Source: an optimization exercise on an open RTL-to-GDS flow (aim: small area, a short achievable clock period and few clock cycles per item). Production flows keep margins and buffers that such runs may drop. RTL that was checked went through simulation tests only; none was proved equivalent to the original.

## the baseline
==> flow/design.v (excerpt) <==
module takum_unit (
    input  wire        clk,
    input  wire        rst,
    input  wire        req_valid,
    output wire        req_ready,
    input  wire [3:0]  op,
    input  wire [15:0] a,
    input  wire [15:0] b,
    input  wire [31:0] k,
    input  wire        f_s,
    input  wire        f_d,
    input  wire [2:0]  f_r,
    input  wire [6:0]  f_c,
    input  wire [10:0] f_m,
    input  wire        l_sign,
    input  wire [20:0] l_in,
    output reg         resp_valid,
    output wire [15:0] y,
    output wire [1:0]  cls,
    output wire        g_s,
    output wire        g_d,
    output wire [2:0]  g_r,
    output wire [2:0]  g_rv,
    output wire [5:0]  g_p,
    output wire [6:0]  g_c,
    output wire [10:0] g_m,
    output wire        l_sign_out,
    output wire [20:0] l_out
);
Size in the first run: ~3600 cells after synthesis, roughly 250 flip-flops, roughly 190 I/O pins, ~24000 um^2 of cells after synthesis.
Settings: LEC_CHECK=0, ABC_AREA=1, CAP_MARGIN=20, CORE_MARGIN=2, CORE_UTILIZATION=65, CTS_CLUSTER_DIAMETER=80, CTS_CLUSTER_SIZE=25, SLEW_MARGIN=20; clock period 90.0 ns.
standard.sh (not shown) runs the stock make flow with config.mk's settings and CLKGATE_MAP_FILE= SYNTH_SCRIPT=/design/flow/synth_recipe.tcl, a recipe that flattens the netlist after the stock synthesis.
==> flow/flow/run.sh <==
#!/bin/bash
# The standard layout, with plain buffers (buf_1) on the ports instead of
# the delay cell buffer_ports picks by default.
set -euo pipefail
export BUFFER_PORTS_ARGS="-buffer_cell sky130_fd_sc_hd__buf_1"
bash standard.sh finish > standard.log 2>&1
Looking at the reports, the baseline completed the entire flow and the layout it produced met the timing, DRC and antenna checks.
Testbench counts of the baseline, summed over its fixed seeds: cycles 24,040, items 24,000.
Input changes introduced in the candidate (baseline for comparison: the baseline):
==> flow/flow/run.sh <==
#!/bin/bash
set -euo pipefail
export BUFFER_PORTS_ARGS="-buffer_cell sky130_fd_sc_hd__buf_1"
export SETUP_SLACK_MARGIN=71
bash standard.sh finish > standard.log 2>&1
==> comparison <==
- The core of the candidate is more densely filled than that of the baseline.
- Between the baseline and the candidate, area of all sequential standard cells increased.
- Re ratio of cells with drive above 1 in the final layout: the candidate is 2.6 points up on the baseline.

* * *

Another version of the RTL of takum_unit (not shown whole).
For scale: roughly 250 flip-flops, ~190 I/O pins, roughly 23,000 µm² of cells after synthesis.
==> flow/config.mk <==
export PLATFORM = sky130hd
export DESIGN_NAME = takum_unit
export DESIGN_NICKNAME = takum_unit
export VERILOG_FILES = /design/flow/design.v
export SDC_FILE = /design/flow/constraint.sdc
export NUM_CORES = 4
export LEC_CHECK = 0
export ABC_AREA = 1
export CAP_MARGIN = 20
export CORE_MARGIN = 2
export CORE_UTILIZATION = 55
export CTS_CLUSTER_DIAMETER = 80
export CTS_CLUSTER_SIZE = 25
export SLEW_MARGIN = 20
==> flow/constraint.sdc <==
create_clock -name core_clock -period 90.0 [get_ports {clk}]
set_input_delay 18.0000 -clock core_clock [delete_from_list [all_inputs] [get_ports {clk}]]
set_output_delay 18.0000 -clock core_clock [all_outputs]
set_load 0.01 [all_outputs]
==> flow/flow/run.sh <==
#!/bin/bash
set -euo pipefail
export BUFFER_PORTS_ARGS="-buffer_cell sky130_fd_sc_hd__buf_1"
export SETUP_SLACK_MARGIN=71
bash standard.sh finish > standard.log 2>&1
The starting point went through all stages and came out clean.
Testbench counts at the start, summed over its fixed seeds: cycles 24,040, items 24,000.
Edit:
--- a/flow/flow/run.sh
+++ b/flow/flow/run.sh
@@ -1,0 +2,2 @@
+# The standard layout, with plain buffers (buf_1) on the ports instead of
+# the delay cell buffer_ports picks by default.
@@ -4 +5,0 @@
-export SETUP_SLACK_MARGIN=71
Result: The changed run produced a clean layout; count of clock-buffer cells in the layout does not change; maximum frequency decreases by 1.6%; flip-flop and latch count does not change; clock skew is about the same; global-route usage fell by 0.33 points; final area came out lower by 2.3%; synthesized area stays the same; final cell count hardly moves.

* * *

Another version of the RTL of takum_unit (not shown whole).
Size: ~510 flip-flops, ~190 I/O pins.
Settings: LEC_CHECK=0, CAP_MARGIN=20, CORE_MARGIN=2, CORE_UTILIZATION=40, SLEW_MARGIN=20; clock period 90.0 ns.
==> flow/flow/run.sh <==
#!/bin/bash
# The standard layout, with plain buffers (buf_1) on the ports instead of
# the delay cell buffer_ports picks by default.
set -euo pipefail
export BUFFER_PORTS_ARGS="-buffer_cell sky130_fd_sc_hd__buf_1"
bash standard.sh finish > standard.log 2>&1
The starting point produced a clean layout.
Testbench counts at the start, summed over its fixed seeds: cycles 24,072, items 24,000.
Change:
==> flow/run.sh (new file) <==
#!/bin/bash
# synth_recipe.tcl (not shown) runs the flow's synth.tcl, then flattens the netlist and writes it again
# the make line also repeats each setting of config.mk as NAME=value (left out here)
make -C /OpenROAD-flow-scripts/flow DESIGN_CONFIG=/design/flow/config.mk WORK_HOME=/design/flow/orfs CLKGATE_MAP_FILE= SYNTH_SCRIPT=/design/flow/synth_recipe.tcl finish
Settings changed: CORE_UTILIZATION 40 to 60, CTS_BUF_LIST from default to sky130_fd_sc_hd__clkbuf_4.
removed: flow/flow/run.sh
removed: flow/standard.sh
The changed run finished with timing, DRC and antenna clean.
Worst hold slack degrades by 0.042 ns.
Count of clock-buffer cells in the layout is higher by 101.
Change:
Settings changed: CORE_UTILIZATION 60 to 40, CTS_BUF_LIST sky130_fd_sc_hd__clkbuf_4 to default.
Effect:
- The changed run finished clean
- setup slack barely changes
- routed wire length goes up by 4.2%
- via count goes down by 3.9%

* * *

red:
Another version of the RTL of takum_unit (not shown whole).
Size: roughly 3,500 cells after synthesis, roughly 250 flip-flops, about 23,000 sq um of cells after synthesis.
clock: 90.0 ns
lec_check: 0
abc_area: 1
cap_margin: 20
core_margin: 2
core_utilization: 55
slew_margin: 20
==> flow/flow/run.sh <==
#!/bin/bash
set -euo pipefail
export BUFFER_PORTS_ARGS="-buffer_cell sky130_fd_sc_hd__buf_1"
export SETUP_SLACK_MARGIN=71
bash standard.sh finish > standard.log 2>&1
red finished every stage and its layout cleared the timing, DRC and antenna checks.
Modified inputs, blue compared to red
Settings: an added CTS_CLUSTER_DIAMETER of 80; an added CTS_CLUSTER_SIZE of 25.
==> flow/flow/run.sh <==
#!/bin/bash
# The standard layout, with plain buffers (buf_1) on the ports instead of
# the delay cell buffer_ports picks by default.
set -euo pipefail
export BUFFER_PORTS_ARGS="-buffer_cell sky130_fd_sc_hd__buf_1"
bash standard.sh finish > standard.log 2>&1
## What came out
blue vs red — cell area dropped by a little under 10%
Taking red as the reference, in blue number of search-and-repair iterations in the first detailed-routing pass higher, sequential fraction of total cell area now sits higher, wire length of the first global-routing pass -3.9 mm.
For the routed length on met2, blue came in 2.6 mm lower than red did.
Of red and blue, red shows the higher buffer share of cell area, with blue below it.
| minimum clock period after layout | higher: blue |
blue ends up with a post-route fraction of the period consumed by the critical path that is 2.5 points higher than in red.
The lower data arrival time of the critical path of red and blue is in red.
blue has less setup slack than red.
Function was not checked in any run of this note: the RTL went through the layout flow alone.

static timing again, ports no longer ideal:
In the flow no input, the clock included, has a driving cell. The finished layouts below were timed again as built, in two steps. Step 1, drivers: a clkbuf_16 drives clk and a buf_2 each remaining input, both assumed. Step 2, shift: input delay + t, output delay - t, t = (earliest + latest rising clock arrival at the registers) / 2. This alone moves slack from input paths to output paths. Slacks: ideal / step 1 / step 2; pairs: ideal / step 1.
run | t, ns | slack for setup (ns) | cell pins on the clock port's net
the baseline | 0.591 | 70.927 / 70.866 / 70.486 | 1
the candidate | 0.589 | 70.948 / 70.887 / 70.660 | 1
the first run of note 2 | 0.581 | 70.961 / 70.903 / 70.537 | 1
the second run of note 2 | 0.580 | 70.646 / 70.676 / 70.096 | 1
the first run of note 3 | 0.674 | 70.685 / 70.615 / 70.383 | 1
the second run of note 3 | 0.839 | 70.276 / 70.232 / 70.288 | 1
the third run of note 3 | 0.671 | 70.274 / 70.207 / 70.108 | 1
red | 0.628 | 70.842 / 70.842 / 70.450 | 1
blue | 0.586 | 68.588 / 68.588 / 68.588 | 1
After both steps setup and hold are still met in every run listed. The setup slack of the second run of note 2, which loses most, moves by +0.030 ns with the drivers and by -0.550 ns with both steps.
